From an optimization exercise on the open Yosys and OpenROAD flow, aimed at small area; shortcuts taken in it are not production practice.
Only simulation tests tie the RTL to the original design; equivalence was not proved.
Power and IR drop assume default switching activity.

[flow/config.mk]
export PLATFORM = sky130hd
export DESIGN_NAME = wwvb_core
export DESIGN_NICKNAME = wwvb_core
export VERILOG_FILES = /design/flow/design.v
export SDC_FILE = /design/flow/constraint.sdc
export NUM_CORES = 4
export LEC_CHECK = 0
export CAP_MARGIN = 20
export CORE_MARGIN = 2
export CORE_UTILIZATION = 60
export GPL_TIMING_DRIVEN = 1
export SLEW_MARGIN = 20
[flow/constraint.sdc]
create_clock -name core_clock -period 40.0 [get_ports {clk}]
set_input_delay 8.0000 -clock core_clock [delete_from_list [all_inputs] [get_ports {clk}]]
set_output_delay 8.0000 -clock core_clock [all_outputs]
set_load 0.01 [all_outputs]
[flow/flow/run.sh]
#!/bin/bash
# Own flow: the standard layout (standard.sh) with three changes.
# 1. Synthesis: ABC maps the logic with Yosys's default liberty script instead of ORFS's
#    speed script. Everything before ABC, so every register, its name and its cell, is the
#    standard synthesis (synth_recipe.tcl, sourced unchanged).
# 2. CTS: no dummy loads; sink clusters of up to 12 flip-flops on clkbuf_8.
# 3. Port buffers are buf_1 (the smallest buffer).
# Each tool's output goes to flow.log here; ORFS's own logs stay under orfs/logs.
set -euo pipefail
W=$(pwd)
cat > "$W/own_synth.tcl" <<EOT
proc abc {args} {
  set i [lsearch \$args -script]
  if {\$i >= 0} { set args [lreplace \$args \$i [expr {\$i + 1}]] }
  set j [lsearch \$args -constr]
  if {\$j >= 0} { set args [lreplace \$args \$j [expr {\$j + 1}]] }
  yosys abc {*}\$args
}
source $W/synth_recipe.tcl
EOT
sed "s|SYNTH_SCRIPT=[^ ]*synth_recipe.tcl|SYNTH_SCRIPT=$W/own_synth.tcl|" standard.sh > own_standard.sh
grep -q "own_synth.tcl" own_standard.sh
CTS="-sink_clustering_enable -repair_clock_nets -dont_use_dummy_load -sink_clustering_size 12 -sink_clustering_max_diameter 60 -buf_list sky130_fd_sc_hd__clkbuf_8"
bash own_standard.sh "CTS_ARGS=$CTS" "BUFFER_PORTS_ARGS=-buffer_cell sky130_fd_sc_hd__buf_1" finish > "$W/flow.log" 2>&1
[flow/design.v]
module wwvb_core (
    input  wire        clk,
    input  wire        rst,           
    input  wire [15:0] cmd,
    input  wire        cmd_valid,
    input  wire [39:0] cal_in,
    output reg  [7:0]  rdata,
    output wire [15:0] period_out,
    output wire [15:0] compare_out,
    output reg         cmd_done
);
    localparam [79:0] T_Z = 80'h003F_FC00_0000_0000_0000;
    localparam [79:0] T_O = 80'h003F_FFFF_FF00_0000_03FF;
    localparam [79:0] T_M = 80'h003F_FFFF_FFFF_FFC0_03FF;
    localparam [21:0] NOMINAL_SCALED = 22'd2133332;
    localparam [21:0] SCALED_MIN     = 22'd2026666;
    localparam [21:0] SCALED_MAX     = 22'd2239998;
    localparam [1:0] SYM_0 = 2'd0, SYM_1 = 2'd1, SYM_M = 2'd2, SYM_NONE = 2'd3;
    localparam [3:0] S_IDLE  = 4'd0,
                     S_POS   = 4'd1,    
                     S_SWEEP = 4'd2,    
                     S_ACQ   = 4'd3,    
                     S_PUSHW = 4'd4,    
                     S_FSC   = 4'd5,    
                     S_FRM   = 4'd6,    
                     S_LEAP  = 4'd7,    
                     S_DISC  = 4'd8,
                     S_MUL   = 4'd9,
                     S_DIV   = 4'd10,
                     S_ADJ   = 4'd11,
                     S_TOD   = 4'd12,
                     S_RD    = 4'd13,
                     S_RDSB  = 4'd14,
                     S_RDST  = 4'd15;
    reg [3:0] state;
    function [36:0] radd;       
        input [35:0] a, b;
        input        ci;
        integer k;
        reg c;
        begin
            c = ci;
            for (k = 0; k < 36; k = k + 1) begin
                radd[k] = a[k] ^ b[k] ^ c;
                c = (a[k] & b[k]) | (c & (a[k] ^ b[k]));
            end
            radd[36] = c;
        end
    endfunction
    reg [90:0]  hist;            
    reg [6:0]   cz, co, cm;      
    reg [3:0]   pos;             
    reg [3:0]   nv;              
    reg         sdir;            
    reg         sfirst;
    reg [6:0]   pv_z, pv_o, pv_m;
    reg [3:0]   pi_z, pi_o, pi_m;
    reg [119:0] stp;             
    reg [5:0]   ph;
    reg         clr;
    reg [1:0]   sym_r;
    reg [5:0]   frame_score;
    reg         mode;
    reg [3:0]   seek_count;
    reg [6:0]   peek_in;
    reg [2:0]   missed;
    reg [3:0]   last_offset;
    reg [15:0]  acc;
    reg [31:0]  tss, tsp;
    reg [1:0]   tse;             
    reg [21:0]  scaled;
    reg [5:0]   frac_acc;
    reg         plong;           
    reg [5:0]   ticks, seconds, minutes;
    reg [4:0]   hours;
    reg [8:0]   day;
    reg [15:0]  year;
    reg         is_leap_year, has_fix, dec_rej, err, err_op;
    reg [15:0]  err_cmd;
    reg [5:0]   flags;
    reg [1:0]   cal_status;
    reg         lret;            
    reg [53:16] W;               
    reg         neg;             
    reg [5:0]   cnt;
    assign period_out  = period;
    wire [36:0] per_r   = radd({20'd0, scaled[21:6]}, 36'd0, plong);
    wire [36:0] cmp_r   = radd({20'd0, per_r[15:0]}, {20'd0, 16'hFFFF}, 1'b0);
    wire [15:0] period  = per_r[15:0];
    wire [15:0] compare = cmp_r[15:0];
    assign compare_out = compare;
    wire [15:0] whole = scaled[21:6];
    wire [5:0]  frac  = scaled[5:0];
    wire [3:0] op = cmd[15:12];
    wire op_tick  = (op == 4'h1);
    wire op_rd    = (op == 4'h2);
    wire op_clrf  = (op == 4'h3);
    wire op_reset = (op == 4'hF);
    wire bad_op   = !(op_tick || op_rd || op_clrf || op_reset);
    wire bad_opnd = ((op_tick || op_reset) && (cmd[11:1] != 11'd0)) ||
                    (op_rd   && (cmd[11:8] != 4'd0)) ||
                    (op_clrf && (cmd[11:6] != 6'd0));
    wire strobe   = (state == S_IDLE) && cmd_valid;
    wire legal    = !(bad_op || bad_opnd);
    wire [7:0]  cal_ver  = cal_in[7:0];
    wire [31:0] cal_sc   = cal_in[39:8];
    wire [33:0] cal_cand = (cal_ver == 8'd1) ? {cal_sc, 2'b00} : {2'b00, cal_sc};
    wire [36:0] cal_lo = radd({14'd0, cal_cand[21:0]}, ~{14'd0, SCALED_MIN}, 1'b1);    
    wire [36:0] cal_hi = radd({14'd0, SCALED_MAX}, ~{14'd0, cal_cand[21:0]}, 1'b1);    
    wire cal_ok = cmd[0] && (cal_ver == 8'd1 || cal_ver == 8'd2) &&
                  (cal_cand[33:22] == 12'd0) && cal_lo[36] && cal_hi[36];
    wire [7:0] ra = rdata;
    wire blank = !has_fix && (ticks > 6'd45);
    wire [3:0] ra_h = ra[7:4];
    wire [3:0] ra_l = ra[3:0];
    wire ra_sb = ((ra_h == 4'h1) && (ra_l <= 4'h2)) ||
                 ((ra_h == 4'h5 || ra_h == 4'h6 || ra_h == 4'h7) && (ra_l <= 4'hA));
    wire ra_st = (ra_h == 4'hA) || (ra_h == 4'hB) || (ra_h == 4'hC) ||
                 ((ra_h == 4'hD) && (ra_l <= 4'hB));
    wire [3:0] rd_slot = ra[6] ? ra[3:0] : 4'd0;
    wire [1:0] rd_board = ra[6] ? {ra[5:4] == 2'b11, ra[5:4] == 2'b10} : ra[1:0];
    wire        up  = (state == S_SWEEP) ? sdir :
                      (state == S_RDSB)  ? (pos < rd_slot) :
                      (state == S_POS)   ? (pos >= 4'd6 && pos < 4'd10) : 1'b0;
    wire [3:0]  tix = up ? pos : pos - 4'd1;
    wire [10:0] hw0 = hist[10:0];
    wire [10:0] hw1 = hist[20:10];
    wire [10:0] hw2 = hist[32:22];
    wire [10:0] hw3 = hist[50:40];
    wire [10:0] hw4 = hist[68:58];
    wire [10:0] hw5 = hist[80:70];
    wire [10:0] hw6 = hist[90:80];
    wire b0 = hw0[tix];
    wire b1 = hw1[tix];
    wire b2 = hw2[tix];
    wire b3 = hw3[tix];
    wire b4 = hw4[tix];
    wire b5 = hw5[tix];
    wire b6 = hw6[tix];
    wire [6:0] dz = {6'd0, b0} + {5'd0, b5, 1'b0} - {5'd0, b4, 1'b0} - {6'd0, b6};
    wire [6:0] dro = {5'd0, b1, 1'b0} + {5'd0, b5, 1'b0} - {6'd0, b0} - {5'd0, b3, 1'b0} - {6'd0, b6};
    wire [6:0] drm = {5'd0, b1, 1'b0} + {5'd0, b5, 1'b0} - {6'd0, b0} - {5'd0, b2, 1'b0} - {6'd0, b6};
    wire       wv = (pos < nv);
    wire [6:0] ez = wv ? cz : 7'd0;
    wire [6:0] eo = wv ? co : 7'd0;
    wire [6:0] em = wv ? cm : 7'd0;
    wire [6:0] rd_corr = (rd_board == 2'd0) ? ez : (rd_board == 2'd1) ? eo : em;
    wire qz = pv_z > 7'd69;
    wire qo = pv_o > 7'd69;
    wire qm = pv_m > 7'd69;
    reg       seek_det;
    reg [1:0] seek_sym;
    always @* begin
        seek_det = 1'b0; seek_sym = SYM_NONE;
        if (qz && pi_z == 4'd5)      begin seek_det = 1'b1; seek_sym = SYM_0; end
        else if (qo && pi_o == 4'd5) begin seek_det = 1'b1; seek_sym = SYM_1; end
        else if (qm && pi_m == 4'd5) begin seek_det = 1'b1; seek_sym = SYM_M; end
    end
    reg       sync_det;
    reg [1:0] sync_sym;
    reg [3:0] sync_idx;
    always @* begin
        sync_det = 1'b0; sync_sym = SYM_NONE; sync_idx = 4'd0;
        if (qz && !qo && !qm)      begin sync_det = 1'b1; sync_sym = SYM_0; sync_idx = pi_z; end
        else if (!qz && qo && !qm) begin sync_det = 1'b1; sync_sym = SYM_1; sync_idx = pi_o; end
        else if (!qz && !qo && qm) begin sync_det = 1'b1; sync_sym = SYM_M; sync_idx = pi_m; end
    end
    wire [3:0] sync_off = 4'd5 - sync_idx;    
    wire [36:0] acc_add = radd({20'd0, acc}, {{32{sync_off[3]}}, sync_off}, 1'b0);
    wire [1:0] p0 = stp[1:0];
    wire mark_pos = (ph == 6'd0) || (ph == 6'd9) || (ph == 6'd19) || (ph == 6'd29) ||
                    (ph == 6'd39) || (ph == 6'd49) || (ph == 6'd59);
    wire fmatch = mark_pos ? (p0 == SYM_M) : !p0[1];
    wire do_push = (state == S_PUSHW) && (ph == 6'd0) && !clr;
    wire [59:0] sbv;    
    genvar gi;
    generate for (gi = 0; gi < 60; gi = gi + 1) begin : g_sb
        assign sbv[gi] = stp[2 * gi];
    end endgenerate
    wire [2:0] f_mt = {sbv[1], sbv[2], sbv[3]};
    wire [3:0] f_mu = {sbv[5], sbv[6], sbv[7], sbv[8]};
    wire [1:0] f_ht = {sbv[12], sbv[13]};
    wire [3:0] f_hu = {sbv[15], sbv[16], sbv[17], sbv[18]};
    wire [1:0] f_dh = {sbv[22], sbv[23]};
    wire [3:0] f_dt = {sbv[25], sbv[26], sbv[27], sbv[28]};
    wire [3:0] f_du = {sbv[30], sbv[31], sbv[32], sbv[33]};
    wire [3:0] f_yt = {sbv[45], sbv[46], sbv[47], sbv[48]};
    wire [3:0] f_yu = {sbv[50], sbv[51], sbv[52], sbv[53]};
    wire       f_ly = sbv[55];
    wire [36:0] fm_a = radd({30'd0, f_mt, 3'd0}, {32'd0, f_mt, 1'b0}, 1'b0);
    wire [36:0] fm_r = radd(fm_a[35:0], {32'd0, f_mu}, 1'b0);
    wire [36:0] fh_a = radd({31'd0, f_ht, 3'd0}, {33'd0, f_ht, 1'b0}, 1'b0);
    wire [36:0] fh_r = radd(fh_a[35:0], {32'd0, f_hu}, 1'b0);
    wire [36:0] fd_a = radd({29'd0, f_dt, 3'd0}, {31'd0, f_dt, 1'b0}, 1'b0);
    wire [9:0]  f_dh100 = (f_dh == 2'd0) ? 10'd0 : (f_dh == 2'd1) ? 10'd100 :
                          (f_dh == 2'd2) ? 10'd200 : 10'd300;
    wire [36:0] fd_b = radd(fd_a[35:0], {32'd0, f_du}, 1'b0);
    wire [36:0] fd_r = radd(fd_b[35:0], {26'd0, f_dh100}, 1'b0);
    wire [36:0] fy_a = radd({28'd0, f_yt, 3'd0}, {30'd0, f_yt, 1'b0}, 1'b0);
    wire [36:0] fy_b = radd(fy_a[35:0], {32'd0, f_yu}, 1'b0);
    wire [36:0] fy_r = radd(fy_b[35:0], {20'd0, 16'd2000}, 1'b0);
    wire [6:0]  f_min  = fm_r[6:0];
    wire [5:0]  f_hour = fh_r[5:0];
    wire [9:0]  f_day  = fd_r[9:0];
    wire [15:0] f_year = fy_r[15:0];
    wire f_dig = (f_mu <= 4'd9) && (f_hu <= 4'd9) && (f_dt <= 4'd9) && (f_du <= 4'd9) &&
                 (f_yt <= 4'd9) && (f_yu <= 4'd9);
    wire f_min_ok  = (f_mt <= 3'd5);
    wire f_hour_ok = (f_ht <= 2'd1) || (f_ht == 2'd2 && f_hu <= 4'd3);
    wire f_day_nz  = (f_dh != 2'd0) || (f_dt != 4'd0) || (f_du != 4'd0);
    wire f_day_le  = (f_dh != 2'd3) || (f_dt <= 4'd5) ||
                     (f_dt == 4'd6 && f_du <= (f_ly ? 4'd6 : 4'd5));
    wire f_ok = f_dig && f_min_ok && f_hour_ok && f_day_nz && f_day_le;
    wire        mc_frame  = (state == S_FRM);
    wire [5:0]  mc_min_i  = mc_frame ? f_min[5:0]  : minutes;
    wire [4:0]  mc_hour_i = mc_frame ? f_hour[4:0] : hours;
    wire [8:0]  mc_day_i  = mc_frame ? f_day[8:0]  : day;
    wire [15:0] mc_year_i = mc_frame ? f_year      : year;
    wire        mc_leap_i = mc_frame ? f_ly        : is_leap_year;
    wire        min_wrap  = (mc_min_i == 6'd59);
    wire        hour_wrap = min_wrap && (mc_hour_i == 5'd23);
    wire        day_wrap  = hour_wrap && (mc_day_i >= (mc_leap_i ? 9'd366 : 9'd365));
    wire [5:0]  mc_min    = min_wrap ? 6'd0 : mc_min_i + 6'd1;
    wire [4:0]  mc_hour   = hour_wrap ? 5'd0 : min_wrap ? mc_hour_i + 5'd1 : mc_hour_i;
    wire [8:0]  mc_day    = day_wrap ? 9'd1 : hour_wrap ? mc_day_i + 9'd1 : mc_day_i;
    wire [36:0] mc_yinc   = radd({20'd0, mc_year_i}, 36'd0, 1'b1);
    wire [15:0] mc_year   = day_wrap ? mc_yinc[15:0] : mc_year_i;
    wire        acc_big   = acc[15] ? !((acc[14:4] == 11'h7FF) && (acc[3:0] != 4'd0))
                                    : (acc[14:4] != 11'd0);
    wire        disc_fire = acc_big && ((tss[31:10] != 22'd0) || (tss[9:0] > 10'd1000));
    wire        ld_app    = (state == S_DISC);    
    wire [36:0] tss_i     = radd({4'd0, tss}, ld_app ? ~{{20{acc[15]}}, acc} : 36'd0, 1'b1);
    wire [36:0] tsp_i     = radd({4'd0, tsp}, 36'd0, 1'b1);
    wire [31:0] tss_inc   = tss_i[31:0];
    wire [31:0] tsp_inc   = tsp_i[31:0];
    wire [33:0] dd        = {tse, tss};    
    wire [34:0] dd2       = {1'b0, dd[32:0], 1'b0};
    wire        in_adj    = (state == S_ADJ);
    wire [21:0] add_a     = in_adj ? {{4{neg}}, W[33:16]} : W[37:16];
    wire [36:0] msum_r    = radd({14'd0, add_a}, (acc[0] || in_adj) ? {14'd0, scaled} : 36'd0,
                                 in_adj && neg && !sfirst);
    wire [22:0] msum      = msum_r[22:0];
    wire [34:0] dtrial    = W[52:18];
    wire [36:0] dsub      = radd({1'b0, dtrial}, ~{1'b0, dd2}, 1'b1);
    wire        dge       = dsub[36];
    wire [34:0] ddiff     = dsub[34:0];
    wire        dsat = W[34] ^ neg;
    wire [22:0] lp_v  = msum;             
    wire [36:0] lp_hi = radd({14'd0, SCALED_MAX}, ~{13'd0, lp_v}, 1'b1);    
    wire [36:0] lp_lo = radd({14'd0, lp_v[21:0]}, ~{14'd0, SCALED_MIN}, 1'b1);    
    wire        lp_max = (dd == 34'd0) || (!dd[33] && !neg && (dsat || !lp_hi[36]));
    wire        lp_min = !lp_max && (dd[33] || (neg && (dsat || !lp_lo[36])));
    wire [21:0] lp_new = lp_max ? SCALED_MAX : lp_min ? SCALED_MIN : lp_v[21:0];
    wire        lp_q0  = neg ? ((&W[33:16]) && !sfirst) : (W[33:16] == 18'd0);
    wire        lp_chg = lp_max ? (scaled != SCALED_MAX) : lp_min ? (scaled != SCALED_MIN) : !lp_q0;
    wire [5:0] r25_t = {W[20:16], year[cnt[3:0]]};
    wire [5:0] r25_n = (r25_t >= 6'd25) ? r25_t - 6'd25 : r25_t;
    wire [36:0] cad_r   = radd({30'd0, frac_acc}, {30'd0, frac}, 1'b0);
    wire [5:0] cad_acc  = cad_r[5:0];
    wire       cad_long = cad_r[6];
    wire [5:0] ra_st_slot = {~ra[5], ra[4], ra[3:0]};    
    reg [7:0] rd_val;
    always @* begin
        rd_val = 8'h00;
        case (ra)
            8'h00: rd_val = {err, dec_rej, blank, 1'b0, 1'b0, is_leap_year, has_fix, mode};
            8'h01: rd_val = {2'b00, flags};
            8'h02: rd_val = {2'b00, ticks};
            8'h03: rd_val = {2'b00, seconds};
            8'h04: rd_val = {2'b00, minutes};
            8'h05: rd_val = {3'b000, hours};
            8'h06: rd_val = day[7:0];
            8'h07: rd_val = {7'd0, day[8]};
            8'h08: rd_val = year[7:0];
            8'h09: rd_val = year[15:8];
            8'h0A: rd_val = {2'b00, frame_score};
            8'h0B: rd_val = {6'd0, cal_status};
            8'h0C: rd_val = {6'd0, err && !err_op, err && err_op};
            8'h0D: rd_val = err_cmd[7:0];
            8'h0E: rd_val = err_cmd[15:8];
            8'h13: rd_val = {1'b0, pv_z};
            8'h14: rd_val = {4'd0, pi_z};
            8'h15: rd_val = {1'b0, pv_o};
            8'h16: rd_val = {4'd0, pi_o};
            8'h17: rd_val = {1'b0, pv_m};
            8'h18: rd_val = {4'd0, pi_m};
            8'h20: rd_val = {4'd0, seek_count};
            8'h21: rd_val = {1'b0, peek_in};
            8'h22: rd_val = {5'd0, missed};
            8'h23: rd_val = {{4{last_offset[3]}}, last_offset};
            8'h24: rd_val = acc[7:0];
            8'h25: rd_val = acc[15:8];
            8'h26: rd_val = tss[7:0];
            8'h27: rd_val = tss[15:8];
            8'h28: rd_val = tss[23:16];
            8'h29: rd_val = tss[31:24];
            8'h2A: rd_val = tsp[7:0];
            8'h2B: rd_val = tsp[15:8];
            8'h2C: rd_val = tsp[23:16];
            8'h2D: rd_val = tsp[31:24];
            8'h30, 8'h81: rd_val = scaled[7:0];
            8'h31, 8'h82: rd_val = scaled[15:8];
            8'h32, 8'h83: rd_val = {2'b00, scaled[21:16]};
            8'h34: rd_val = whole[7:0];
            8'h35: rd_val = whole[15:8];
            8'h36: rd_val = {2'b00, frac};
            8'h37: rd_val = {2'b00, frac_acc};
            8'h38: rd_val = period[7:0];
            8'h39: rd_val = period[15:8];
            8'h3A: rd_val = compare[7:0];
            8'h3B: rd_val = compare[15:8];
            8'h40: rd_val = hist[7:0];
            8'h41: rd_val = hist[15:8];
            8'h42: rd_val = hist[23:16];
            8'h43: rd_val = hist[31:24];
            8'h44: rd_val = hist[39:32];
            8'h45: rd_val = hist[47:40];
            8'h46: rd_val = hist[55:48];
            8'h47: rd_val = hist[63:56];
            8'h48: rd_val = hist[71:64];
            8'h49: rd_val = hist[79:72];
            8'h80: rd_val = 8'd2;
            8'hE0: rd_val = T_Z[7:0];    8'hE1: rd_val = T_Z[15:8];   8'hE2: rd_val = T_Z[23:16];
            8'hE3: rd_val = T_Z[31:24];  8'hE4: rd_val = T_Z[39:32];  8'hE5: rd_val = T_Z[47:40];
            8'hE6: rd_val = T_Z[55:48];  8'hE7: rd_val = T_Z[63:56];  8'hE8: rd_val = T_Z[71:64];
            8'hE9: rd_val = T_Z[79:72];
            8'hEA: rd_val = T_O[7:0];    8'hEB: rd_val = T_O[15:8];   8'hEC: rd_val = T_O[23:16];
            8'hED: rd_val = T_O[31:24];  8'hEE: rd_val = T_O[39:32];  8'hEF: rd_val = T_O[47:40];
            8'hF0: rd_val = T_O[55:48];  8'hF1: rd_val = T_O[63:56];  8'hF2: rd_val = T_O[71:64];
            8'hF3: rd_val = T_O[79:72];
            8'hF4: rd_val = T_M[7:0];    8'hF5: rd_val = T_M[15:8];   8'hF6: rd_val = T_M[23:16];
            8'hF7: rd_val = T_M[31:24];  8'hF8: rd_val = T_M[39:32];  8'hF9: rd_val = T_M[47:40];
            8'hFA: rd_val = T_M[55:48];  8'hFB: rd_val = T_M[63:56];  8'hFC: rd_val = T_M[71:64];
            8'hFD: rd_val = T_M[79:72];
            default: rd_val = 8'h00;
        endcase
    end
    always @(posedge clk) begin
        stp <= {clr ? SYM_NONE : do_push ? sym_r : p0, stp[119:2]};
        if (rst || (strobe && legal && op_reset)) begin
            ph  <= 6'd0;
            clr <= 1'b1;
        end else begin
            if (do_push)            ph <= 6'd0;
            else if (ph == 6'd59) begin ph <= 6'd0; clr <= 1'b0; end
            else                    ph <= ph + 6'd1;
        end
    end
    task reset_state;
        begin
            hist <= 91'd0;
            cz <= 7'd68; co <= 7'd40; cm <= 7'd22;
            pos <= 4'd0; nv <= 4'd0;
            pv_z <= 7'd0; pv_o <= 7'd0; pv_m <= 7'd0;
            pi_z <= 4'd0; pi_o <= 4'd0; pi_m <= 4'd0;
            frame_score <= 6'd0;
            mode <= 1'b0;
            seek_count <= 4'd0; peek_in <= 7'd0; missed <= 3'd0; last_offset <= 4'd0;
            acc <= 16'd0; tss <= 32'd0; tsp <= 32'd0; tse <= 2'd0;
            frac_acc <= 6'd0;
            ticks <= 6'd0; seconds <= 6'd0; minutes <= 6'd0; hours <= 5'd0;
            day <= 9'd1; year <= 16'd2000;
            is_leap_year <= 1'b0; has_fix <= 1'b0; dec_rej <= 1'b0;
            err <= 1'b0; err_op <= 1'b0; err_cmd <= 16'd0;
            flags <= 6'd0;
            rdata <= 8'd0;
        end
    endtask
    task step;    
        input dir_up;
        begin
            cz <= dir_up ? cz + dz  : cz - dz;
            co <= dir_up ? co + dro : co - dro;
            cm <= dir_up ? cm + drm : cm - drm;
            pos <= dir_up ? pos + 4'd1 : pos - 4'd1;
        end
    endtask
    always @(posedge clk) begin
        if (rst) begin
            reset_state;
            scaled     <= NOMINAL_SCALED;
            cal_status <= 2'd0;
            plong      <= 1'b0;
            state      <= S_IDLE;
            cmd_done   <= 1'b0;
        end else begin
            cmd_done <= 1'b0;
            case (state)
                S_IDLE: begin
                    if (cmd_valid) begin
                        if (!legal) begin
                            if (!err) begin
                                err     <= 1'b1;
                                err_op  <= bad_op;
                                err_cmd <= cmd;
                            end
                            cmd_done <= 1'b1;
                        end else if (op_rd) begin
                            rdata <= cmd[7:0];
                            state <= S_RD;
                        end else if (op_clrf) begin
                            flags    <= flags & ~cmd[5:0];
                            cmd_done <= 1'b1;
                        end else if (op_reset) begin
                            reset_state;
                            scaled     <= cal_ok ? cal_cand[21:0] : NOMINAL_SCALED;
                            cal_status <= cal_ok ? cal_ver[1:0] : 2'd0;
                            plong      <= 1'b0;
                            cmd_done   <= 1'b1;
                        end else begin
                            hist <= {hist[89:0], cmd[0]};
                            pos  <= pos + 4'd1;
                            if (nv != 4'd11) nv <= nv + 4'd1;
                            tss  <= tss_inc;
                            tsp  <= tsp_inc;
                            state <= S_POS;
                        end
                    end
                end
                S_POS: begin
                    sfirst <= 1'b1;
                    if (pos >= 4'd6) begin
                        if (pos != 4'd10) step(up);
                        else begin sdir <= 1'b0; state <= S_SWEEP; end
                    end else begin
                        if (pos != 4'd0) step(1'b0);
                        else begin sdir <= 1'b1; state <= S_SWEEP; end
                    end
                end
                S_SWEEP: begin
                    sfirst <= 1'b0;
                    if (sfirst || (sdir ? (ez > pv_z) : (ez >= pv_z))) begin pv_z <= ez; pi_z <= pos; end
                    if (sfirst || (sdir ? (eo > pv_o) : (eo >= pv_o))) begin pv_o <= eo; pi_o <= pos; end
                    if (sfirst || (sdir ? (em > pv_m) : (em >= pv_m))) begin pv_m <= em; pi_m <= pos; end
                    if (sdir ? (pos == 4'd10) : (pos == 4'd0)) state <= S_ACQ;
                    else step(sdir);
                end
                S_ACQ: begin
                    state <= mode ? S_DISC : S_TOD;
                    if (!mode) begin
                        if (seek_det) begin
                            sym_r <= seek_sym;
                            state <= S_PUSHW;
                            seek_count <= seek_count + 4'd1;
                            if (seek_count + 4'd1 >= 4'd10) begin
                                mode        <= 1'b1;
                                peek_in     <= 7'd60;
                                missed      <= 3'd0;
                                last_offset <= 4'd0;
                                acc         <= 16'd0;
                                tss         <= 32'd0;
                                tsp         <= 32'd0;
                            end
                        end
                    end else begin
                        if (peek_in == 7'd1) begin
                            state <= S_PUSHW;
                            if (sync_det) begin
                                sym_r       <= sync_sym;
                                missed      <= 3'd0;
                                last_offset <= sync_off;
                                acc         <= acc_add[15:0];
                                peek_in     <= 7'd60 + {{3{sync_off[3]}}, sync_off};
                            end else begin
                                sym_r   <= SYM_NONE;
                                missed  <= missed + 3'd1;
                                peek_in <= 7'd60;
                                if (missed + 3'd1 >= 3'd6) begin
                                    mode       <= 1'b0;
                                    seek_count <= 4'd0;
                                end
                            end
                        end else begin
                            peek_in <= peek_in - 7'd1;
                        end
                    end
                end
                S_PUSHW: begin
                    if (do_push) begin
                        frame_score <= 6'd0;
                        state <= S_FSC;
                    end
                end
                S_FSC: begin
                    if (fmatch) frame_score <= frame_score + 6'd1;
                    if (ph == 6'd59) state <= S_FRM;
                end
                S_FRM: begin
                    state <= mode ? S_DISC : S_TOD;
                    if (frame_score == 6'd60) begin
                        flags[0] <= 1'b1;
                        if (f_ok) begin
                            dec_rej      <= 1'b0;
                            minutes      <= mc_min;
                            hours        <= mc_hour;
                            day          <= mc_day;
                            year         <= mc_year;
                            is_leap_year <= mc_leap_i;
                            seconds      <= 6'd0;
                            ticks        <= 6'd14;
                            has_fix      <= 1'b1;
                            if (day_wrap) begin
                                W[20:16] <= 5'd0; cnt <= 6'd15; lret <= 1'b0; state <= S_LEAP;
                            end
                        end else begin
                            dec_rej <= 1'b1;
                        end
                    end
                end
                S_LEAP: begin
                    W[20:16] <= r25_n[4:0];
                    cnt <= cnt - 6'd1;
                    if (cnt == 6'd0) begin
                        is_leap_year <= (year[1:0] == 2'd0) && (r25_n != 6'd0 || year[3:2] == 2'd0);
                        if (lret) begin
                            cmd_done <= 1'b1;
                            state    <= S_IDLE;
                        end else begin
                            state <= mode ? S_DISC : S_TOD;
                        end
                    end
                end
                S_DISC: begin
                    if ((tsp[31:19] != 13'd0) || (tsp[18:0] >= 19'd500000)) begin
                        flags[3] <= 1'b1;
                        tsp      <= 32'd0;
                    end
                    if (disc_fire) begin
                        tss <= tss_i[31:0];
                        tse <= tss_i[33:32];
                        W   <= {16'd0, acc[15] ? scaled : 22'd0};
                        acc <= acc[15] ? ~acc : acc;
                        neg <= acc[15];
                        cnt <= 6'd0;
                        state <= S_MUL;
                    end else begin
                        state <= S_TOD;
                    end
                end
                S_MUL: begin
                    {W, acc} <= {16'd0, msum, acc[15:1]};
                    cnt <= cnt + 6'd1;
                    if (cnt == 6'd15) begin
                        cnt   <= 6'd0;
                        state <= S_DIV;
                    end
                end
                S_DIV: begin
                    if (cnt <= 6'd18) {W, acc} <= {dge ? ddiff : dtrial, W[17:16], acc, dge ^ neg};
                    else              {W, acc} <= {W[52:16], acc, 1'b0};
                    if (cnt == 6'd19) sfirst <= |W[53:19];
                    cnt <= cnt + 6'd1;
                    if (cnt == 6'd34) state <= S_ADJ;
                end
                S_ADJ: begin
                    if (lp_chg) flags[5] <= 1'b1;
                    scaled <= lp_new;
                    acc    <= 16'd0;
                    tss    <= 32'd0;
                    tse    <= 2'd0;
                    state  <= S_TOD;
                end
                S_TOD: begin
                    cmd_done <= 1'b1;
                    state    <= S_IDLE;
                    if (ticks == 6'd59) begin
                        ticks    <= 6'd0;
                        flags[1] <= 1'b1;
                        if (seconds == 6'd59) begin
                            seconds  <= 6'd0;
                            flags[2] <= 1'b1;
                            minutes  <= mc_min;
                            hours    <= mc_hour;
                            day      <= mc_day;
                            year     <= mc_year;
                            if (day_wrap) begin
                                W[20:16] <= 5'd0; cnt <= 6'd15; lret <= 1'b1;
                                cmd_done <= 1'b0;
                                state <= S_LEAP;
                            end
                        end else begin
                            seconds <= seconds + 6'd1;
                        end
                    end else begin
                        ticks <= ticks + 6'd1;
                    end
                    flags[4] <= 1'b1;
                    frac_acc <= cad_acc;
                    plong    <= cad_long;
                end
                S_RD: begin
                    if (ra_sb)      state <= S_RDSB;
                    else if (ra_st) state <= S_RDST;
                    else begin
                        rdata    <= rd_val;
                        cmd_done <= 1'b1;
                        state    <= S_IDLE;
                    end
                end
                S_RDSB: begin
                    if (pos == rd_slot) begin
                        rdata    <= {1'b0, rd_corr};
                        cmd_done <= 1'b1;
                        state    <= S_IDLE;
                    end else begin
                        step(pos < rd_slot);
                    end
                end
                S_RDST: begin
                    if (!clr && ph == ra_st_slot) begin
                        rdata    <= {6'd0, p0};
                        cmd_done <= 1'b1;
                        state    <= S_IDLE;
                    end
                end
                default: state <= S_IDLE;
            endcase
        end
    end
endmodule
[flow/standard.sh]
#!/bin/bash
# synth_recipe.tcl (not shown) runs the flow's synth.tcl, then flattens the netlist and writes it again
# the make line also repeats each setting of config.mk as NAME=value (left out here)
make -C /OpenROAD-flow-scripts/flow DESIGN_CONFIG=/design/flow/config.mk WORK_HOME=/design/flow/orfs CLKGATE_MAP_FILE= SYNTH_SCRIPT=/design/flow/synth_recipe.tcl "${@:-finish}"
==> results.cfg, run 1 <==
[sta]
setup_ws_final_ns = 25.14
grt_setup_unrepaired = false
final.setup.tns_ns = 0
final_period_minus_worst_setup_slack_ns = 14.86
final.setup_skew_ns = 0.0610
maxSlewHeadroom_pct = 14.2
timing.final.hold_violations = 0
final_period_util_pct = 37.1
slew_violations = 0
setup_viol = 0
maxClockFrequency_mhz = 67.3
worst-slew-pin-transition_ns = 1.28
whs_ns = 0.325

[placed_design]
detailedPlace.worstSlack_ns = 25.34
routabilityCongestion = 1.11
hpwlAfterDp_mm = 110
buffer_ports.inserted = 99
place_area_um2 = 35300

[cts]
cts-root-buf = sky130_fd_sc_hd__clkbuf_8
cts.clk_slew.worst_paths_ns = 0.09
post-cts-setup-buffer-count = 0
cts-hold-fix-buffers = 0
cells_resized_by_post_cts_repair = 0
cts_sinks = 556
cts_tree = yes
clkLatencyLatePin_ns = 0.70
clock_buffers_created_by_tritoncts = 57
cts_max_path_buffers = 3
h-tree-depth = 2

[detailed_routing]
detailroute.wirelength.met3_mm = 20.9
wl_per_cell_um = 30.1
drt_first_pass_iters = 12
detail-route-antenna-nets = 0
drt_drc = 0
route.layer.met1.wl_mm = 50.7
vias = 34700
top_layer_used = met5
detailedRoute.firstIterationViolations = 6059
route.detailed.vias_per_inst = 7.25
met2_length_mm = 58.8
drt-total-wl_mm = 144

[synth]
syn-cell-area_um2 = 33200
syn_area_per_cell_um2 = 8.69
async_flop_share_pct = 0
xor_and_xnor_area_share_after_synthesis_pct = 2.42
synth-compound-area-share_pct = 20.9
post_synth_fa_ha_maj_area_fraction_pct = 16.0
synth.distinct_cells = 65
synth_simple_gate_area_share_pct = 20.6
post_synth_inst_count = 3818
synth_top_family_by_area = compound AO/OA/AOI/OAI gates
synthesis.yosys.warnings = 1
syn_nets = 4222
synth-main-ff-cell = sky130_fd_sc_hd__dfxtp_1
synth_edf_count = 50
synth_seq_cells = 556
sequential_cell_area_fraction_in_the_yosys_report_pct = 35.1
synth.area.mux_share_pct = 2.50

[pwr]
static-leakage-power_nw = 13.0
netSwitchingFraction_pct = 49.0
share_seq_of_total_power_pct = 31.3
internal_power_w = 0.00118
power.clock.fraction_pct = 14.1
power-per-cell-area_nw_per_um2 = 64.0
combPwrFrac_pct = 54.6
max-vdd-ir-drop_uv = 130
switchingPower_w = 0.00113

[floorplan]
core.rowCount = 86
core_um2 = 54900
i_o_pin_cnt = 100
floorplan.die.width_um = 239
fp.dieH_um = 239
die_area_um2 = 57200
start_util_pct = 60.5

[worst_setup_path]
crit_fanout = 18
cp.arrival_ns = 15.49
cp.required_ns = 40.63
category_of_the_worst_setup_path_launch_point = flip-flop
timing.critical_path.to_type = flip-flop
crit_type = reg -> reg
path_common_cell = sky130_fd_sc_hd__fa_1
critical_path.max_stage_delay_ns = 0.70
worst_path_max_delay_cell = sky130_fd_sc_hd__dfxtp_1

[outcome]
outcome = complete, no violations

[global_route]
pin_count_of_the_biggest_net_entering_global_routing = 94
grt_pass1_wl_mm = 210
grt_use_total_pct = 49.6
grt_antenna_before_repair = 19
first_global_vias = 32600
overflow = 0

[min_path]
hold_path.class = reg -> reg

[cells_and_area]
layout.cell_area.non_filler_um2 = 36100
num-fill-cells = 4430
areaGrowthSynthToFinish_pct = 8.85
utilization_pct = 65.8
layout_common_cells = 624 x sky130_fd_sc_hd__nor2_1, 506 x sky130_fd_sc_hd__dfxtp_1, 296 x sky130_fd_sc_hd__nand2_1, 288 x sky130_fd_sc_hd__a21oi_1, 233 x sky130_fd_sc_hd__clkinv_1
mostFrequentLayoutCell = sky130_fd_sc_hd__nor2_1
fin_nets = 4481
drive_above_1_share_pct = 4.69

[job]
max_cap_viol_count = 0
[layout make-up]
| cell class | instances | area [um^2] | area share [%] |
|---|---|---|---|
| Multi-Input combinational cell | 3029 | 20800 | 57.6 |
| Sequential cell | 556 | 11600 | 32.2 |
| Timing Repair Buffer | 200 | 1140 | 3.15 |
| Tap cell | 704 | 881 | 2.44 |
| Inverter | 233 | 875 | 2.42 |
| Antenna cell | 7 | 17.5 | 0.0485 |
| Clock buffer | 57 | 785 | 2.17 |
[synthesized netlist by cell type, drive strengths merged, types with 8 or more instances]
cell | n | share of area (%)
nand2b | 25 | 0.47
a211oi | 69 | 1.6
a22oi | 176 | 4.0
nor2 | 630 | 7.1
o31ai | 13 | 0.29
or2 | 17 | 0.32
nand2 | 296 | 3.3
nor3b | 8 | 0.18
a222oi | 69 | 2.1
edfxtp | 50 | 4.5
o32ai | 8 | 0.21
a21o | 12 | 0.27
dfxtp | 506 | 31
nand3b | 10 | 0.23
o211ai | 21 | 0.48
mux2i | 49 | 1.5
clkinv | 233 | 2.6
a221oi | 40 | 1.1
a311oi | 13 | 0.34
ha | 214 | 8.1
o21ai | 170 | 2.6
a31oi | 30 | 0.57
nor2b | 25 | 0.47
a211o | 8 | 0.21
o21bai | 16 | 0.36
xnor2 | 51 | 1.3
nor4 | 54 | 1.0
and3 | 12 | 0.23
nand3 | 71 | 1.1
o22ai | 18 | 0.34
xor2 | 38 | 1.0
a21oi | 289 | 4.4
o221ai | 12 | 0.32
or4 | 15 | 0.34
a22o | 20 | 0.53
nand4 | 70 | 1.3
nor3 | 164 | 2.5
o21a | 10 | 0.23
or3 | 33 | 0.62
mux4 | 12 | 0.81
and2 | 44 | 0.83
fa | 131 | 7.9
[metal layers]
metal  track usage [%]  up-vias
li1                  -    14700
met1              61.8    16400
met2              71.5     2880
met3              16.0      786
met4              37.0       22
met5                 0        -
[flip-flops by register name (all words and copies together), names as in the netlist, 8 cells and up]
register / count
W: 38
acc: 16
day: 9
err_cmd: 16
hist: 91
rdata: 8
scaled: 22
stp: 120
tsp: 32
tss: 32
year: 16
[kinds of logic (layout without fill, tap and decap cells)]
family / Yosys count / in the layout
AO/OA/AOI/OAI: 1035 / 1035
XOR/XNOR: 90 / 90
adder cells (fa/ha/maj): 345 / 345
buffers and inverters: 233 / 490
flip-flops: 556 / 556
multiplexers: 67 / 67
other: 0 / 7
AND/OR/NAND/NOR: 1492 / 1492
[worst max-delay path: cells and delay by family, from the launching register on]
family / cells / cell delay, ns
simple gates: 3 / 1.36
buf+inv: 4 / 0.28
compound gates: 1 / 0.12
fa+ha+maj: 33 / 12.36
flops: 1 / 0.70
[worst paths after layout]
check / start / end / slack [ns] / cells past startpoint
hold / removal: stp[43]$_DFF_P_ / stp[41]$_DFF_P_ / 0.33 / 0
hold reg to reg: stp[43]$_DFF_P_ / stp[41]$_DFF_P_ / 0.33 / 0
setup / recovery: state[3]$_SDFFE_PP0P_ / tse[0]$_SDFFE_PP0P_ / 25.14 / 41
setup reg to reg: state[3]$_SDFFE_PP0P_ / tse[0]$_SDFFE_PP0P_ / 25.14 / 41
[power by group through the flow]
stage / logic, W / clock network [W] / registers, W
final: 0.00126 / 0.000325 / 0.000723
after detailed placement: 0.00121 / 0 / 0.000726
after global routing: 0.00136 / 0.000340 / 0.000722
after CTS: 0.00121 / 0.000323 / 0.000713
after floorplan: 0.000818 / 0 / 0.000690
after global placement: 0.00114 / 0 / 0.000723
[through the flow]
step                std cells  power, W
floorplan                3818   0.00151
global placement         4720   0.00186
detailed placement       4720   0.00193
CTS                      4777   0.00225
global route             4782   0.00242
finish                   4786   0.00231
==> inputs of run 2 (changes only) <==
--- a/flow/design.v
+++ b/flow/design.v
@@ -68,3 +68,6 @@
     reg [15:0]  acc;
-    reg [31:0]  tss, tsp;
+    reg [31:0]  tss;
+    reg [31:0]  tpr;
+    reg [2:0]   tph;
+    reg         tp_inc_p, tp_zero_p, tp_busy, tp_zm, tp_c, tp_ge;
     reg [1:0]   tse;             
@@ -117,2 +120,3 @@
                  ((ra_h == 4'h5 || ra_h == 4'h6 || ra_h == 4'h7) && (ra_l <= 4'hA));
+    wire ra_tp = (ra_h == 4'h2) && (ra_l >= 4'hA) && (ra_l <= 4'hD);
     wire ra_st = (ra_h == 4'hA) || (ra_h == 4'hB) || (ra_h == 4'hC) ||
@@ -232,5 +236,3 @@
     wire [36:0] tss_i     = radd({4'd0, tss}, ld_app ? ~{{20{acc[15]}}, acc} : 36'd0, 1'b1);
-    wire [36:0] tsp_i     = radd({4'd0, tsp}, 36'd0, 1'b1);
     wire [31:0] tss_inc   = tss_i[31:0];
-    wire [31:0] tsp_inc   = tsp_i[31:0];
     wire [33:0] dd        = {tse, tss};    
@@ -296,6 +298,2 @@
             8'h29: rd_val = tss[31:24];
-            8'h2A: rd_val = tsp[7:0];
-            8'h2B: rd_val = tsp[15:8];
-            8'h2C: rd_val = tsp[23:16];
-            8'h2D: rd_val = tsp[31:24];
             8'h30, 8'h81: rd_val = scaled[7:0];
@@ -348,2 +346,56 @@
     end
+    wire       tp_inc_req = strobe && legal && op_tick;
+    wire       tp_zreq    = (strobe && legal && op_reset) ||
+                            ((state == S_ACQ) && !mode && seek_det && (seek_count + 4'd1 >= 4'd10)) ||
+                            ((state == S_DISC) && tp_ok && tp_ge);
+    wire       tp_start   = (tph == 3'd0) && !tp_busy && (tp_zero_p || tp_inc_p);
+    wire       tp_pass    = tp_busy || tp_start;
+    wire       tp_zmode   = tp_busy ? tp_zm : tp_zero_p;
+    wire       tp_ok      = !tp_busy && !tp_inc_p && !tp_zero_p;
+    wire       tp_incw    = tp_inc_p || (tp_busy && !tp_zm);
+    wire [3:0] tp_n0      = tpr[3:0];
+    wire       tp_cin     = (tph == 3'd0) ? 1'b1 : tp_c;
+    wire       tp_gin     = (tph == 3'd0) ? 1'b1 : tp_ge;
+    wire [4:0] tp_sum     = {1'b0, tp_n0} + {4'd0, tp_cin};
+    wire [3:0] tp_new     = tp_zmode ? 4'd0 : tp_sum[3:0];
+    reg  [3:0] tp_thr;     
+    always @* begin
+        case (tph)
+            3'd1:    tp_thr = 4'h2;
+            3'd2:    tp_thr = 4'h1;
+            3'd3:    tp_thr = 4'hA;
+            3'd4:    tp_thr = 4'h7;
+            default: tp_thr = 4'h0;
+        endcase
+    end
+    wire       tp_geo     = (tp_new > tp_thr) || ((tp_new == tp_thr) && tp_gin);
+    always @(posedge clk) begin
+        tpr <= {tp_pass ? tp_new : tp_n0, tpr[31:4]};
+        if (rst) begin
+            tph       <= 3'd0;
+            tp_zero_p <= 1'b1;
+            tp_inc_p  <= 1'b0;
+            tp_busy   <= 1'b0;
+            tp_ge     <= 1'b0;
+        end else begin
+            tph <= tph + 3'd1;
+            if (tp_start) begin
+                tp_busy <= 1'b1;
+                tp_zm   <= tp_zero_p;
+                if (tp_zero_p) tp_zero_p <= 1'b0;
+                else           tp_inc_p  <= 1'b0;
+            end else if (tp_busy && tph == 3'd7) begin
+                tp_busy <= 1'b0;
+            end
+            if (tp_pass) begin
+                tp_c  <= tp_sum[4];
+                tp_ge <= tp_geo;
+            end
+            if (tp_inc_req) tp_inc_p <= 1'b1;
+            if (tp_zreq) begin
+                tp_zero_p <= 1'b1;
+                tp_inc_p  <= 1'b0;
+            end
+        end
+    end
     task reset_state;
@@ -358,3 +410,3 @@
             seek_count <= 4'd0; peek_in <= 7'd0; missed <= 3'd0; last_offset <= 4'd0;
-            acc <= 16'd0; tss <= 32'd0; tsp <= 32'd0; tse <= 2'd0;
+            acc <= 16'd0; tss <= 32'd0; tse <= 2'd0;
             frac_acc <= 6'd0;
@@ -414,3 +466,2 @@
                             tss  <= tss_inc;
-                            tsp  <= tsp_inc;
                             state <= S_POS;
@@ -451,3 +502,2 @@
                                 tss         <= 32'd0;
-                                tsp         <= 32'd0;
                             end
@@ -522,7 +572,4 @@
                 end
-                S_DISC: begin
-                    if ((tsp[31:19] != 13'd0) || (tsp[18:0] >= 19'd500000)) begin
-                        flags[3] <= 1'b1;
-                        tsp      <= 32'd0;
-                    end
+                S_DISC: if (tp_ok) begin
+                    if (tp_ge) flags[3] <= 1'b1;    
                     if (disc_fire) begin
@@ -562,3 +609,3 @@
                 end
-                S_TOD: begin
+                S_TOD: if (!tp_incw) begin
                     cmd_done <= 1'b1;
@@ -591,3 +638,9 @@
                 S_RD: begin
-                    if (ra_sb)      state <= S_RDSB;
+                    if (ra_tp) begin
+                        if (tp_ok && tph == {~ra[1], ra[0], 1'b0}) begin
+                            rdata    <= tpr[7:0];
+                            cmd_done <= 1'b1;
+                            state    <= S_IDLE;
+                        end
+                    end else if (ra_sb) state <= S_RDSB;
                     else if (ra_st) state <= S_RDST;
==> run 2 against run 1 <==
Against the previous run:
- still clean
- cell area fell by 0.92%
- global-route usage fell by 1.4 points
- synthesized cell count rose by 1.7%
- combinational power rose by 9.5%
- critical path depth rose by 1
- total power rose by 5.7%
- critical path type unchanged
- critical endpoint unchanged
- largest power group unchanged
==> results.cfg, run 2 <==
[outcome]
outcome = complete, no violations

[global_route]
pin_count_of_the_biggest_net_entering_global_routing = 166
first_global_vias = 32200
grt_use_total_pct = 48.1
grt_pass1_wl_mm = 204
overflow = 0
grt_antenna_before_repair = 7

[floorplan]
core.rowCount = 85
fp.dieH_um = 238
floorplan.die.width_um = 238
die_area_um2 = 56800
start_util_pct = 61.0
core_um2 = 54000
i_o_pin_cnt = 100

[cells_and_area]
areaGrowthSynthToFinish_pct = 8.53
layout.cell_area.non_filler_um2 = 35800
drive_above_1_share_pct = 4.10
largest_register_ffs = 120
top_regs = stp (120), hist (91), W (38)
layout_common_cells = 746 x sky130_fd_sc_hd__nor2_1, 513 x sky130_fd_sc_hd__dfxtp_1, 312 x sky130_fd_sc_hd__nand2_1, 262 x sky130_fd_sc_hd__a21oi_1, 236 x sky130_fd_sc_hd__nor3_1
fin_nets = 4507
mostFrequentLayoutCell = sky130_fd_sc_hd__nor2_1
largest-register = stp

[sta]
final.setup_skew_ns = 0.0548
final_period_minus_worst_setup_slack_ns = 15.05
worst-slew-pin-transition_ns = 1.27
slew_violations = 0
timing.final.hold_violations = 0
grt_setup_unrepaired = false
maxClockFrequency_mhz = 66.5
maxSlewHeadroom_pct = 15.4
final.setup.tns_ns = 0
final_period_util_pct = 37.6
setup_viol = 0

[worst_setup_path]
crit_fanout = 17
category_of_the_worst_setup_path_launch_point = flip-flop
worst_path_max_delay_cell = sky130_fd_sc_hd__or2_0
cp.arrival_ns = 15.68
crit_type = reg -> reg
timing.critical_path.to_type = flip-flop
cp.required_ns = 40.63
critical_path.max_stage_delay_ns = 0.50
path_common_cell = sky130_fd_sc_hd__fa_1

[placed_design]
routabilityCongestion = 1.16
buffer_ports.inserted = 99
hpwlAfterDp_mm = 105
place_area_um2 = 34900

[synth]
synth_edf_count = 52
synth_simple_gate_area_share_pct = 23.5
synth_seq_cells = 565
post_synth_fa_ha_maj_area_fraction_pct = 15.3
synthesis.yosys.warnings = 1
yosys.area.top_type_share_pct = 31.2
synth.distinct_cells = 71
xor_and_xnor_area_share_after_synthesis_pct = 2.50
synth-compound-area-share_pct = 18.4
syn-cell-area_um2 = 33000
synth_top_family_by_area = simple AND/OR/NAND/NOR gates
synth.area.mux_share_pct = 1.87
post_synth_inst_count = 3884
yosys.cell_count.top_type = sky130_fd_sc_hd__nor2_1
async_flop_share_pct = 0
sequential_cell_area_fraction_in_the_yosys_report_pct = 35.9
synth.top_cells.by_count = 751 x sky130_fd_sc_hd__nor2_1, 513 x sky130_fd_sc_hd__dfxtp_1, 312 x sky130_fd_sc_hd__nand2_1, 262 x sky130_fd_sc_hd__a21oi_1, 240 x sky130_fd_sc_hd__nor3_1
synth.top_cells.by_area = sky130_fd_sc_hd__dfxtp_1 31%, sky130_fd_sc_hd__nor2_1 8.6%, sky130_fd_sc_hd__fa_1 8.0%, sky130_fd_sc_hd__ha_1 7.4%, sky130_fd_sc_hd__edfxtp_1 4.7%
synth-main-ff-cell = sky130_fd_sc_hd__dfxtp_1
syn_area_per_cell_um2 = 8.49
syn_nets = 4268
synth.largest_area_cell = sky130_fd_sc_hd__dfxtp_1

[cts]
cts_tree = yes
cts-hold-fix-buffers = 0
post-cts-setup-buffer-count = 0
clkLatencyLatePin_ns = 0.74
cells_resized_by_post_cts_repair = 0
cts_sinks = 565
cts-root-buf = sky130_fd_sc_hd__clkbuf_8
clock_buffers_created_by_tritoncts = 59
h-tree-depth = 2
cts_max_path_buffers = 3
cts.clk_slew.worst_paths_ns = 0.10

[detailed_routing]
route.detailed.vias_per_inst = 7.07
drt-total-wl_mm = 138
vias = 34100
wl_per_cell_um = 28.6
drt_drc = 0
detailedRoute.firstIterationViolations = 5547
detail-route-antenna-nets = 0
drt_first_pass_iters = 13

[pwr]
static-leakage-power_nw = 12.8
power.clock.fraction_pct = 13.7
netSwitchingFraction_pct = 49.0
max-vdd-ir-drop_uv = 197
combPwrFrac_pct = 56.4
power-per-cell-area_nw_per_um2 = 68.2
switchingPower_w = 0.00120
internal_power_w = 0.00125
share_seq_of_total_power_pct = 30.0
post-layout-total-power_w = 0.00244

[job]
max_cap_viol_count = 0

[min_path]
hold_path.class = reg -> reg
run 2: critical path, delay by kind of cell (launching register included):
kind | cells | cell delay, ns
AND/OR/NAND/NOR | 3 | 1.26
adder cells (fa/ha/maj) | 33 | 12.51
AO/OA/AOI/OAI | 1 | 0.13
buffers and inverters | 5 | 0.58
flip-flops | 1 | 0.48
run 2: through the flow:
| stage | std cells | utilization, % | setup slack, ns | hold WS (ns) |
|---|---|---|---|---|
| floorplan | 3884 | - | 24.14 | 0.310 |
| global placement | 4756 | 64.6 | 25.56 | 0.310 |
| detailed placement | 4756 | 64.6 | 25.29 | 0.312 |
| CTS | 4815 | 66.1 | 25.20 | 0.324 |
| global route | 4818 | 66.2 | 24.64 | 0.324 |
| finish | 4822 | 66.2 | 24.95 | 0.322 |
run 2: worst paths after layout:
path / from / to / slack [ns] / depth (start not counted)
setup / recovery: state[0]$_SDFFE_PP0P_ / tse[0]$_SDFFE_PP0P_ / 24.95 / 42
hold / removal: tpr[14]$_DFF_P_ / tpr[10]$_DFF_P_ / 0.32 / 0
setup reg to reg: state[0]$_SDFFE_PP0P_ / tse[0]$_SDFFE_PP0P_ / 24.95 / 42
hold reg to reg: tpr[14]$_DFF_P_ / tpr[10]$_DFF_P_ / 0.32 / 0
run 2: logic make-up after synthesis:
family | Yosys count
AO/OA/AOI/OAI | 914
multiplexers | 50
adder cells (fa/ha/maj) | 325
XOR/XNOR | 94
buffers and inverters | 229
AND/OR/NAND/NOR | 1707
flip-flops | 565
run 2: layout make-up:
type                            instances  area, um^2
Antenna cell                            5        12.5
Clock buffer                           59         812
Fill cell                            4504       18200
Inverter                              229         860
Multi-Input combinational cell       3090       20400
Sequential cell                       565       11800
Tap cell                              696         871
Timing Repair Buffer                  178         981
run 2: power by group through the flow:
stage	clock, W	sequential, W	combinational [W]
final	0.000334	0.000732	0.00138
after floorplan	0	0.000691	0.000928
after global placement	0	0.000730	0.00126
after global routing	0.000350	0.000731	0.00149
after detailed placement	0	0.000734	0.00132
after CTS	0.000331	0.000721	0.00133
run 2: per-layer routing:
layer  track usage [%]  up-vias  wire length, um
met4              37.7        8            13900
met1              59.2    15900            48100
met3              16.3      802            20100
li1                  -    14600                -
met2              68.9     2739            55700
met5              2.25        -              203
==> inputs of run 3 (changes only) <==
--- a/flow/config.mk
+++ b/flow/config.mk
@@ -9,3 +9,3 @@
 export CORE_MARGIN = 2
-export CORE_UTILIZATION = 60
+export CORE_UTILIZATION = 65
 export GPL_TIMING_DRIVEN = 1
==> run 3 against run 2 <==
Against the previous run:
- first-iteration DRC count increased by 26%
- worst setup slack got worse by 0.024 ns
- fmax decreased by 0.16%
- wire length increased by 4.8%
- clock skew increased by 0.011 ns
- combinational power increased by 4%
- die area decreased by 7.6%
- cell area decreased by 0.34%
- highest routed layer unchanged
- non-clock buffer count decreased by 10
- cell count decreased by 0.71%
==> results.cfg, run 3 <==
[outcome]
outcome = complete, no violations

[cells_and_area]
top_regs = stp (120), hist (91), W (38)
drive_above_1_share_pct = 3.89
mostFrequentLayoutCell = sky130_fd_sc_hd__nor2_1
largest_register_ffs = 120
fin_nets = 4494
layout_common_cells = 746 x sky130_fd_sc_hd__nor2_1, 513 x sky130_fd_sc_hd__dfxtp_1, 312 x sky130_fd_sc_hd__nand2_1, 259 x sky130_fd_sc_hd__a21oi_1, 234 x sky130_fd_sc_hd__nor3_1
largest-register = stp
areaGrowthSynthToFinish_pct = 8.16
utilization_pct = 71.2
layout.cell_area.non_filler_um2 = 35700

[worst_setup_path]
cp.required_ns = 40.62
category_of_the_worst_setup_path_launch_point = flip-flop
crit_fanout = 19
path_common_cell = sky130_fd_sc_hd__fa_1
critPathTopFamily = adder cells
timing.critical_path.to_type = flip-flop
cp.arrival_ns = 15.69
critical_path.max_stage_delay_ns = 0.71
crit_type = reg -> reg
worst_r2r_startpoint = state[3]$_SDFFE_PP0P_
worst_path_max_delay_cell = sky130_fd_sc_hd__dfxtp_1
crit_path_start = state[3]$_SDFFE_PP0P_
path_buf_inv = 4

[synth]
yosys.area.top_type_share_pct = 31.2
synthesis.yosys.warnings = 1
yosys.cell_count.top_type = sky130_fd_sc_hd__nor2_1
synth-main-ff-cell = sky130_fd_sc_hd__dfxtp_1
sequential_cell_area_fraction_in_the_yosys_report_pct = 35.9
synth.distinct_cells = 71
synth_seq_cells = 565
synth_edf_count = 52
post_synth_inst_count = 3884
syn_nets = 4268
syn-cell-area_um2 = 33000
synth.largest_area_cell = sky130_fd_sc_hd__dfxtp_1
synth.top_cells.by_area = sky130_fd_sc_hd__dfxtp_1 31%, sky130_fd_sc_hd__nor2_1 8.6%, sky130_fd_sc_hd__fa_1 8.0%, sky130_fd_sc_hd__ha_1 7.4%, sky130_fd_sc_hd__edfxtp_1 4.7%
synth.top_cells.by_count = 751 x sky130_fd_sc_hd__nor2_1, 513 x sky130_fd_sc_hd__dfxtp_1, 312 x sky130_fd_sc_hd__nand2_1, 262 x sky130_fd_sc_hd__a21oi_1, 240 x sky130_fd_sc_hd__nor3_1
async_flop_share_pct = 0
syn_area_per_cell_um2 = 8.49

[detailed_routing]
detail-route-antenna-nets = 0
drt-total-wl_mm = 145
vias = 35400
drt_first_pass_iters = 17
detailedRoute.firstIterationViolations = 6963
wl_per_cell_um = 30.2
drt_drc = 0
route.detailed.vias_per_inst = 7.39

[sta]
final.setup_skew_ns = 0.0662
maxClockFrequency_mhz = 66.4
final_period_util_pct = 37.7
final.setup.tns_ns = 0
timing.final.hold_violations = 0
final_period_minus_worst_setup_slack_ns = 15.07
slew_violations = 0
maxSlewHeadroom_pct = 13.0
setup_viol = 0
grt_setup_unrepaired = false
worst-slew-pin-transition_ns = 1.30

[cts]
post-cts-setup-buffer-count = 0
cts-root-buf = sky130_fd_sc_hd__clkbuf_8
cells_resized_by_post_cts_repair = 0
cts_sinks = 565
cts-hold-fix-buffers = 0
cts.clk_slew.worst_paths_ns = 0.09
cts_max_path_buffers = 3
h-tree-depth = 2
cts_tree = yes
clock_buffers_created_by_tritoncts = 56
clkLatencyLatePin_ns = 0.77

[floorplan]
core.rowCount = 82
floorplan.die.width_um = 229
core_um2 = 50100
die_area_um2 = 52500
i_o_pin_cnt = 100
fp.dieH_um = 229
start_util_pct = 65.8

[global_route]
first_global_vias = 33500
pin_count_of_the_biggest_net_entering_global_routing = 188
grt_use_total_pct = 54.3
grt_pass1_wl_mm = 214
grt_antenna_before_repair = 17
overflow = 0

[pwr]
static-leakage-power_nw = 12.7
power-per-cell-area_nw_per_um2 = 70.5
max-vdd-ir-drop_uv = 180

[placed_design]
hpwlAfterDp_mm = 108
routabilityCongestion = 1.22
buffer_ports.inserted = 99
place_area_um2 = 34800

[job]
max_cap_viol_count = 0

[min_path]
hold_path.class = reg -> reg
holdCritStartpoint = stp[59]$_DFF_P_
-- run 3: final cells by class --
cell class / instances / area, um^2
sequential: 565 / 11800
clock buffer: 56 / 771
timing repair buffer: 168 / 906
fill: 3826 / 14400
antenna: 8 / 20.0
tap: 672 / 841
multi-input combinational: 3090 / 20400
inverter: 229 / 860
-- run 3: cell families (layout without fill, tap and decap cells) --
logic type | Yosys count | in the layout | synth area share, %
and+or+nand+nor | 1707 | 1707 | 23.5
AOI/OAI and AO/OA | 914 | 914 | 18.4
DFF | 565 | 565 | 35.9
adders and majority gates | 325 | 325 | 15.3
buffers and inverters | 229 | 453 | 2.61
xor gates and xnor gates | 94 | 94 | 2.50
muxes | 50 | 50 | 1.87
other | 0 | 8 | 0
-- run 3: through the flow --
step,total power [W],setup WS (ns),hold WS (ns),cells
after floorplan,0.00162,24.14,0.310,3884
after global placement,0.00200,25.62,0.310,4724
after detailed placement,0.00209,25.27,0.312,4724
after CTS,0.00241,25.18,0.312,4780
after global routing,0.00261,24.54,0.313,4781
final,0.00251,24.93,0.312,4788
-- run 3: final timing paths --
| kind | end | slack, ns | cells after the start |
|---|---|---|---|
| max reg2reg | tse[0]$_SDFFE_PP0P_ | 24.93 | 41 |
| min reg2reg | stp[57]$_DFF_P_ | 0.31 | 0 |
| max | tse[0]$_SDFFE_PP0P_ | 24.93 | 41 |
| min | stp[57]$_DFF_P_ | 0.31 | 0 |
-- run 3: report_power, final --
group | internal, W | switching, W | leakage, nW
logic | 0.000497 | 0.000948 | 7.71
clock network | 0.000124 | 0.000205 | 0.403
registers | 0.000623 | 0.000117 | 4.63
-- run 3: per-layer routing --
layer | share of wire, % | global-route usage (%)
met3 | 16 | 23.6
met5 | 0.12 | 1.29
met1 | 33 | 63.8
met4 | 11 | 43.9
met2 | 40 | 76.8

==> re-timing with driven ports <==
Ports are ideal in the flow. The routed layouts listed here were re-timed in OpenROAD. Step 1 (the two cells are an assumption about what drives the block):
set clk [get_ports {clk}]
set_driving_cell -lib_cell sky130_fd_sc_hd__clkbuf_16 $clk
set_driving_cell -lib_cell sky130_fd_sc_hd__buf_2 [delete_from_list [all_inputs] $clk]
Step 2 adds t to the input delays and takes it off the output delays; t is the mean of the earliest and latest rising clock arrival at the registers after step 1. Input paths then give back, and output paths get back, about the clock's delay inside the block. Slacks: ideal ports / drivers / drivers and shift; pairs: ideal ports / drivers.
| run | t (ns) | setup WS [ns] | worst register clock-pin slew, ns | worst data-port slew with drivers (ns) |
|---|---|---|---|---|
| run 1 | 0.730 | 25.141 / 25.141 / 25.141 | 0.09 / 0.09 | 0.10 |
| run 2 | 0.776 | 24.953 / 24.953 / 24.953 | 0.10 / 0.10 | 0.10 |
| run 3 | 0.796 | 24.929 / 24.929 / 24.929 | 0.09 / 0.09 | 0.06 |
After both steps setup and hold are still met in every run listed.
